This is an optimization exercise on Yosys and OpenROAD, whose aim is small area, a short achievable clock period and few clock cycles, not a production implementation.
At most, simulation tests tie the RTL to the original design; equivalence was not proved.

==> exp/quartz <==
## gss_engine
module gss_engine (
    input  wire        clk,
    input  wire        rst,           
    input  wire        start,         
    input  wire [15:0] in_len,        
    output reg         busy,
    output reg         done,
    output reg         err,
    output reg         passthru,
    output reg         rstop,
    output wire [2:0]  err_code,
    output reg  [3:0]  err_info,
    output wire [15:0] err_pos,
    output wire [15:0] res_len,
    output reg  [7:0]  hdr_enc,
    output reg  [7:0]  hdr_pack,
    output reg  [31:0] hdr_usize,
    output reg  [15:0] in_addr,
    input  wire [7:0]  in_rdata,
    output wire [15:0] out_addr,
    output reg         out_we,
    output reg  [7:0]  out_wdata,
    input  wire [7:0]  out_rdata
);
    localparam [7:0] CH_D = 8'h44, CH_R = 8'h52, CH_H = 8'h48, CH_W = 8'h57;
    localparam [7:0] CH_B = 8'h42, CH_S = 8'h53;
    localparam [3:0] I_HEADER = 4'd1, I_R_OPERAND = 4'd2, I_OUT_OVERRUN = 4'd6,
  ...
clock: 10.0 ns
lec_check: 0
cap_margin: 20
core_margin: 2
core_utilization: 40
place_density: 0.6
slew_margin: 20
run.sh (not shown) runs the stock make flow with config.mk's settings and CLKGATE_MAP_FILE= SYNTH_SCRIPT=/design/flow/synth_recipe.tcl, a recipe that flattens the netlist after the stock synthesis.
==> exp/delta (differences from exp/quartz) <==
--- a/flow/design.v
+++ b/flow/design.v
@@ -36,11 +36,11 @@
         S_FILL  = 4'd5,    
         S_COPY  = 4'd6,
         S_COPY1 = 4'd13,   
         S_RAW   = 4'd7,
         S_END   = 4'd8,    
-        S_TPW   = 4'd9,    
+        S_TL    = 4'd9,    
         S_DRAIN = 4'd10,   
         S_ERR   = 4'd11,   
         S_DONE  = 4'd12;
     reg [3:0]  state;
     reg [15:0] room;        
@@ -49,24 +49,27 @@
     reg [1:0]  xop;         
     reg        fz;          
     reg        resv;        
     reg [15:0] wc;          
     reg        sflag;       
+    reg        fb, fw;      
     reg [7:0]  r1, r2;
     reg [7:0]  tp;          
     reg        br;          
+    reg        pv_d;        
+    reg [7:0]  px_d;        
     reg        par;         
     reg        sf;          
     assign out_addr = {wc[15:1], wc[0] ^ sflag};
     assign err_pos  = pk_rem & {16{err}};
     assign res_len  = wc & {16{resv}};
     assign err_code = {err_info[3] & err_info[2] & err_info[1],
                        (err_info == 4'd1) | (err_info == 4'd2) | (err_info == 4'd6) | (err_info == 4'd11),
                        (err_info == 4'd6) | (err_info == 4'd11) | (err_info == 4'd12)};
-    wire is_b = (hdr_enc == CH_B);
-    wire is_w = (hdr_enc == CH_W);
-    wire ws   = is_w | sflag;
+    wire is_b = fb;
+    wire is_w = fw;
+    wire ws   = fw | sflag;
     wire [5:0]  c6      = in_rdata[5:0];
     wire [11:0] cnt12   = {cnt[11:8], in_rdata};
     wire        room_nz = (room != 16'd0);
     wire        pk_nz   = (pk_rem != 16'd0);
     wire        pk_one  = (pk_rem == 16'd1);
@@ -79,30 +82,33 @@
                            ((state == S_ERR) && cnt[1:0] != 2'd0);
     wire [15:0] pk_dec   = pk_rem - (hdr_dec4 ? 16'd4 : 16'd1);
     reg         pv;         
     reg  [7:0]  px;         
     wire [7:0]  minu  = is_b ? r1 : r2;
+    wire [7:0]  tp_m1 = tp - 8'd1;
     wire        bin   = is_w & par & br;
-    wire [8:0]  diff  = {1'b0, minu} - {1'b0, px} - {8'd0, bin};
+    wire [8:0]  diff  = {1'b0, minu} - {1'b0, px_d} - {8'd0, bin};
+    wire [7:0]  tp_b  = br ? tp_m1 : tp;
     always @(*) begin
         pv = 1'b0;
         px = 8'h00;
         case (state)
             S_VAL:   begin pv = ~o_over & ~cnt_z; px = in_rdata; end
-            S_FILL:  begin pv = 1'b1; px = fz ? 8'h00 : r1; end
+            S_FILL:  begin pv = 1'b1; px = fz ? 8'h00 : px_d; end
             S_COPY:  begin pv = 1'b1; px = in_rdata; end
             S_COPY1: begin pv = ~o_trunc & ~o_over; px = in_rdata; end
-            S_RAW:   begin pv = room_nz; px = pk_nz ? in_rdata : 8'h00; end
-            S_END:   begin pv = par & ws & room_nz; end
+            S_RAW:   begin pv = room_nz; px = fz ? 8'h00 : in_rdata; end
+            S_END:   begin pv = ~pv_d & par & ws & room_nz; end
             default: ;
         endcase
     end
     task automatic finish;
         begin
-            done  <= 1'b1;
-            busy  <= 1'b0;
-            state <= S_DONE;
+            done   <= 1'b1;
+            busy   <= 1'b0;
+            out_we <= 1'b0;
+            state  <= S_DONE;
         end
     endtask
     task automatic raise(input [3:0] info, input pos, input pos13);
         begin
             err      <= 1'b1;
@@ -132,27 +138,25 @@
             hdr_usize <= 32'd0;
             out_we    <= 1'b0;
         end else begin
             out_we <= 1'b0;
             if (out_we) wc <= wc + 16'd1;
-            if (pv) begin
+            pv_d <= pv;
+            if (pv) px_d <= px;
+            if (pv_d) begin
                 par <= ~par;
                 sf  <= 1'b1;
-                r1  <= px;
+                r1  <= px_d;
                 r2  <= r1;
+                br  <= diff[8];
                 out_we    <= 1'b1;
                 out_wdata <= diff[7:0];
-                if (!is_b && !ws) out_wdata <= px;
-                if (is_w) br <= diff[8];
-                if (sflag) begin
-                    if (par) begin
-                        tp <= tp - {7'd0, diff[8]};
-                    end else begin
-                        tp        <= diff[7:0];
-                        out_wdata <= tp;
-                        out_we    <= sf;
-                    end
+                if (!is_b && !ws) out_wdata <= px_d;
+                if (sflag && !par) begin
+                    tp        <= diff[7:0];
+                    out_wdata <= tp_b;
+                    out_we    <= sf;
                 end
             end
             case (state)
                 S_IDLE, S_DONE: begin
                     if (start) begin
@@ -198,11 +202,15 @@
                     end
                     if (cnt[3:0] == 4'd9) begin
                         room  <= hdr_usize[23:8];
                         wc    <= 16'd0;
                         sflag <= (hdr_pack == CH_S);
+                        fb    <= (hdr_pack == CH_B);
+                        fw    <= (hdr_pack == CH_W);
+                        fz    <= ~pk_nz;
                         r1 <= 8'd0; r2 <= 8'd0; br <= 1'b0; par <= 1'b0; sf <= 1'b0;
+                        tp <= 8'd0;
                         if (hdr_usize[31:24] != 8'd0 || in_rdata != 8'd0)
                             raise(I_OUT_CAP, 1'b0, 1'b0);
                         else begin
                             case (hdr_usize[7:0])
                                 CH_R:       state <= S_CTL;
@@ -213,12 +221,11 @@
                         end
                     end
                 end
                 S_CTL: begin
                     if (!room_nz || !pk_nz) begin
-                        if ((par & ws) | (sflag & sf)) state <= S_END;
-                        else begin resv <= 1'b1; finish; end
+                        state <= S_END;
                     end else begin
                         pk_rem <= pk_dec;
                         casez (in_rdata)
                             8'b00??????: begin   
                                 cnt <= {6'd0, c6};
@@ -325,30 +332,40 @@
                     if (cnt_one) state <= S_CTL;
                 end
                 S_RAW: begin
                     room    <= room - 16'd1;
                     if (pk_nz) pk_rem <= pk_dec;
+                    if (pk_one) fz <= 1'b1;
                     in_addr <= in_addr + 16'd1;
                     if (!room_nz || room_one) state <= S_END;
                 end
                 S_END: begin
-                    if (par & ws) begin
-                        if (!room_nz) raise(I_ODD_TAIL, 1'b0, 1'b0);
-                        else state <= sflag ? S_TPW : S_DRAIN;
-                    end else if (sflag & sf) begin
-                        out_we    <= 1'b1;
-                        out_wdata <= tp;
-                        state     <= S_DRAIN;
-                    end else begin
-                        resv <= 1'b1;
-                        finish;
+                    if (!pv_d) begin
+                        if (par & ws) begin
+                            if (!room_nz) raise(I_ODD_TAIL, 1'b0, 1'b0);
+                            else state <= S_TL;
+                        end else if (sflag & sf) begin
+                            out_we    <= 1'b1;
+                            out_wdata <= tp_b;
+                            state     <= S_DRAIN;
+                        end else begin
+                            resv <= 1'b1;
+                            finish;
+                        end
                     end
                 end
-                S_TPW: begin
-                    out_we    <= 1'b1;
-                    out_wdata <= tp;
-                    state     <= S_DRAIN;
+                S_TL: begin
+                    if (!pv_d) begin
+                        if (sflag) begin
+                            out_we    <= 1'b1;
+                            out_wdata <= tp_b;
+                            state     <= S_DRAIN;
+                        end else begin
+                            resv <= 1'b1;
+                            finish;
+                        end
+                    end
                 end
                 S_DRAIN: begin
                     resv <= 1'b1;
                     finish;
                 end
==> flow/flow/run.sh (new file) <==
#!/bin/bash
# Standard ORFS layout (standard.sh) with two changes in how it is made:
# the port buffers are buf_1 cells, and repair_timing aims for a setup margin
# of MARGIN ns. Clock period and constraints are unchanged.
set -euo pipefail
MARGIN=6.5
bash standard.sh "BUFFER_PORTS_ARGS=-buffer_cell sky130_fd_sc_hd__buf_1" "SETUP_SLACK_MARGIN=$MARGIN" finish > standard_flow.log 2>&1
==> flow/standard.sh (new file) <==
#!/bin/bash
# synth_recipe.tcl (not shown) runs the flow's synth.tcl, then flattens the netlist and writes it again
# the make line also repeats each setting of config.mk as NAME=value (left out here)
make -C /OpenROAD-flow-scripts/flow DESIGN_CONFIG=/design/flow/config.mk WORK_HOME=/design/flow/orfs CLKGATE_MAP_FILE= SYNTH_SCRIPT=/design/flow/synth_recipe.tcl "${@:-finish}"
- SETUP_SLACK_MARGIN: default -> 5
removed: flow/run.sh
==> exp/fjord (differences from exp/quartz) <==
--- a/flow/design.v
+++ b/flow/design.v
@@ -49,10 +49,11 @@
     reg [1:0]  xop;         
     reg        fz;          
     reg        resv;        
     reg [15:0] wc;          
     reg        sflag;       
+    reg        fb, fw;      
     reg [7:0]  r1, r2;
     reg [7:0]  tp;          
     reg        br;          
     reg        par;         
     reg        sf;          
@@ -60,13 +61,13 @@
     assign err_pos  = pk_rem & {16{err}};
     assign res_len  = wc & {16{resv}};
     assign err_code = {err_info[3] & err_info[2] & err_info[1],
                        (err_info == 4'd1) | (err_info == 4'd2) | (err_info == 4'd6) | (err_info == 4'd11),
                        (err_info == 4'd6) | (err_info == 4'd11) | (err_info == 4'd12)};
-    wire is_b = (hdr_enc == CH_B);
-    wire is_w = (hdr_enc == CH_W);
-    wire ws   = is_w | sflag;
+    wire is_b = fb;
+    wire is_w = fw;
+    wire ws   = fw | sflag;
     wire [5:0]  c6      = in_rdata[5:0];
     wire [11:0] cnt12   = {cnt[11:8], in_rdata};
     wire        room_nz = (room != 16'd0);
     wire        pk_nz   = (pk_rem != 16'd0);
     wire        pk_one  = (pk_rem == 16'd1);
@@ -79,21 +80,22 @@
                            ((state == S_ERR) && cnt[1:0] != 2'd0);
     wire [15:0] pk_dec   = pk_rem - (hdr_dec4 ? 16'd4 : 16'd1);
     reg         pv;         
     reg  [7:0]  px;         
     wire [7:0]  minu  = is_b ? r1 : r2;
+    wire [7:0]  tp_m1 = tp - 8'd1;
     wire        bin   = is_w & par & br;
     wire [8:0]  diff  = {1'b0, minu} - {1'b0, px} - {8'd0, bin};
     always @(*) begin
         pv = 1'b0;
         px = 8'h00;
         case (state)
             S_VAL:   begin pv = ~o_over & ~cnt_z; px = in_rdata; end
             S_FILL:  begin pv = 1'b1; px = fz ? 8'h00 : r1; end
             S_COPY:  begin pv = 1'b1; px = in_rdata; end
             S_COPY1: begin pv = ~o_trunc & ~o_over; px = in_rdata; end
-            S_RAW:   begin pv = room_nz; px = pk_nz ? in_rdata : 8'h00; end
+            S_RAW:   begin pv = room_nz; px = fz ? 8'h00 : in_rdata; end
             S_END:   begin pv = par & ws & room_nz; end
             default: ;
         endcase
     end
     task automatic finish;
@@ -143,11 +145,11 @@
                 out_wdata <= diff[7:0];
                 if (!is_b && !ws) out_wdata <= px;
                 if (is_w) br <= diff[8];
                 if (sflag) begin
                     if (par) begin
-                        tp <= tp - {7'd0, diff[8]};
+                        if (diff[8]) tp <= tp_m1;
                     end else begin
                         tp        <= diff[7:0];
                         out_wdata <= tp;
                         out_we    <= sf;
                     end
@@ -198,10 +200,13 @@
                     end
                     if (cnt[3:0] == 4'd9) begin
                         room  <= hdr_usize[23:8];
                         wc    <= 16'd0;
                         sflag <= (hdr_pack == CH_S);
+                        fb    <= (hdr_pack == CH_B);
+                        fw    <= (hdr_pack == CH_W);
+                        fz    <= ~pk_nz;
                         r1 <= 8'd0; r2 <= 8'd0; br <= 1'b0; par <= 1'b0; sf <= 1'b0;
                         if (hdr_usize[31:24] != 8'd0 || in_rdata != 8'd0)
                             raise(I_OUT_CAP, 1'b0, 1'b0);
                         else begin
                             case (hdr_usize[7:0])
@@ -325,10 +330,11 @@
                     if (cnt_one) state <= S_CTL;
                 end
                 S_RAW: begin
                     room    <= room - 16'd1;
                     if (pk_nz) pk_rem <= pk_dec;
+                    if (pk_one) fz <= 1'b1;
                     in_addr <= in_addr + 16'd1;
                     if (!room_nz || room_one) state <= S_END;
                 end
                 S_END: begin
                     if (par & ws) begin
==> flow/flow/run.sh (new file) <==
#!/bin/bash
set -euo pipefail
bash standard.sh SETUP_SLACK_MARGIN=6.5 finish > standard_flow.log 2>&1
==> flow/standard.sh (new file) <==
#!/bin/bash
# synth_recipe.tcl (not shown) runs the flow's synth.tcl, then flattens the netlist and writes it again
# the make line also repeats each setting of config.mk as NAME=value (left out here)
make -C /OpenROAD-flow-scripts/flow DESIGN_CONFIG=/design/flow/config.mk WORK_HOME=/design/flow/orfs CLKGATE_MAP_FILE= SYNTH_SCRIPT=/design/flow/synth_recipe.tcl "${@:-finish}"
- SETUP_SLACK_MARGIN: default -> 5
removed: flow/run.sh
==> impl_metrics.csv <==
group,metric,value,unit
synth,yosys.area.top_type_share,28.72,%
sta,layout_worst_path_cycle_share,38.75,%
place,dp.final_hpwl,33.48,mm
floorplanning,floorplan.die_area,0.03440,sq mm
place,place_inst,2091,
synth,muxShareOfSynthArea,1.994,%
detailed_routing,via_per_instance_ratio,6.037,
synth,synth_simple_gate_area_share,24.21,%
hold_path,holdPathEnd,"hdr_enc[4]$_SDFFE_PP0P_",
setup_path,ff2ff_setup_slack,6170,ps
detailed_routing,met1_length,21.13,mm
global_route,globalRouteTotalUtil,26.94,%
outcome,run_status,"timing/DRC/antenna clean",
synth,synth_seq_cells,189,
finish,final_common_cell,"nand2_1",
-- figures above: exp/delta

==> impl_metrics.csv <==
group,metric,value,unit
outcome,run_status,"timing/DRC/antenna clean",
synth,synth_simple_gate_area_share,25.75,%
global_route,globalRouteTotalUtil,27.51,%
place,place_inst,2130,
synth,muxShareOfSynthArea,2.155,%
hold_path,holdPathEnd,"hdr_usize[5]$_SDFFE_PP0P_",
synth,yosys.area.top_type_share,26.43,%
synth,synth_seq_cells,178,
floorplanning,floorplan.die_area,0.03413,sq mm
detailed_routing,via_per_instance_ratio,6.003,
sta,layout_worst_path_cycle_share,57.12,%
detailed_routing,met1_length,20.77,mm
-- figures above: exp/quartz

==> impl_metrics.csv <==
group,metric,value,unit
outcome,run_status,"timing/DRC/antenna clean",
place,place_inst,2125,
synth,synth_seq_cells,180,
setup_path,ff2ff_setup_slack,6080,ps
synth,yosys.area.top_type_share,26.59,%
place,dp.final_hpwl,35.70,mm
sta,layout_worst_path_cycle_share,40.41,%
synth,synth_simple_gate_area_share,24.80,%
-- figures above: exp/fjord

Testbench counts of exp/quartz, summed over its fixed seeds: cycles 133,435.
Testbench counts of exp/fjord, summed over its fixed seeds: cycles 133,435.
The RTL of exp/delta was laid out without a check of its function.

re-timing with driven ports:
The flow's constraints put no driver on any port. The routed layouts listed below were extracted and timed again, unchanged, in two steps.
Step 1: set_driving_cell puts a clkbuf_16 on clk and a buf_2 on each other input, an assumption about the parent block.
Step 2 times the ports against the registers' clock, not the clock port: input delays grow and output delays shrink by t, the midpoint of the rising clock arrivals with the driver on.
Three values: no drivers, after step 1, after step 2; two values: the first two.
run | t, ns | setup WS [ns] | worst setup path at the end | clock arrival spread, ns | pins driven straight from the clock port
exp/quartz | 0.496 | 4.288 / 4.321 / 3.825 | input to register | 0.015 / 0.016 | 1
exp/delta | 0.498 | 6.125 / 6.123 / 5.625 | input to register | 0.015 / 0.015 | 1
exp/fjord | 0.509 | 5.959 / 5.956 / 5.447 | input to register | 0.022 / 0.022 | 1
After both steps every run listed still meets setup and hold. The setup slack of exp/fjord, which loses most, moves by -0.003 ns with the drivers and by -0.512 ns with both steps.
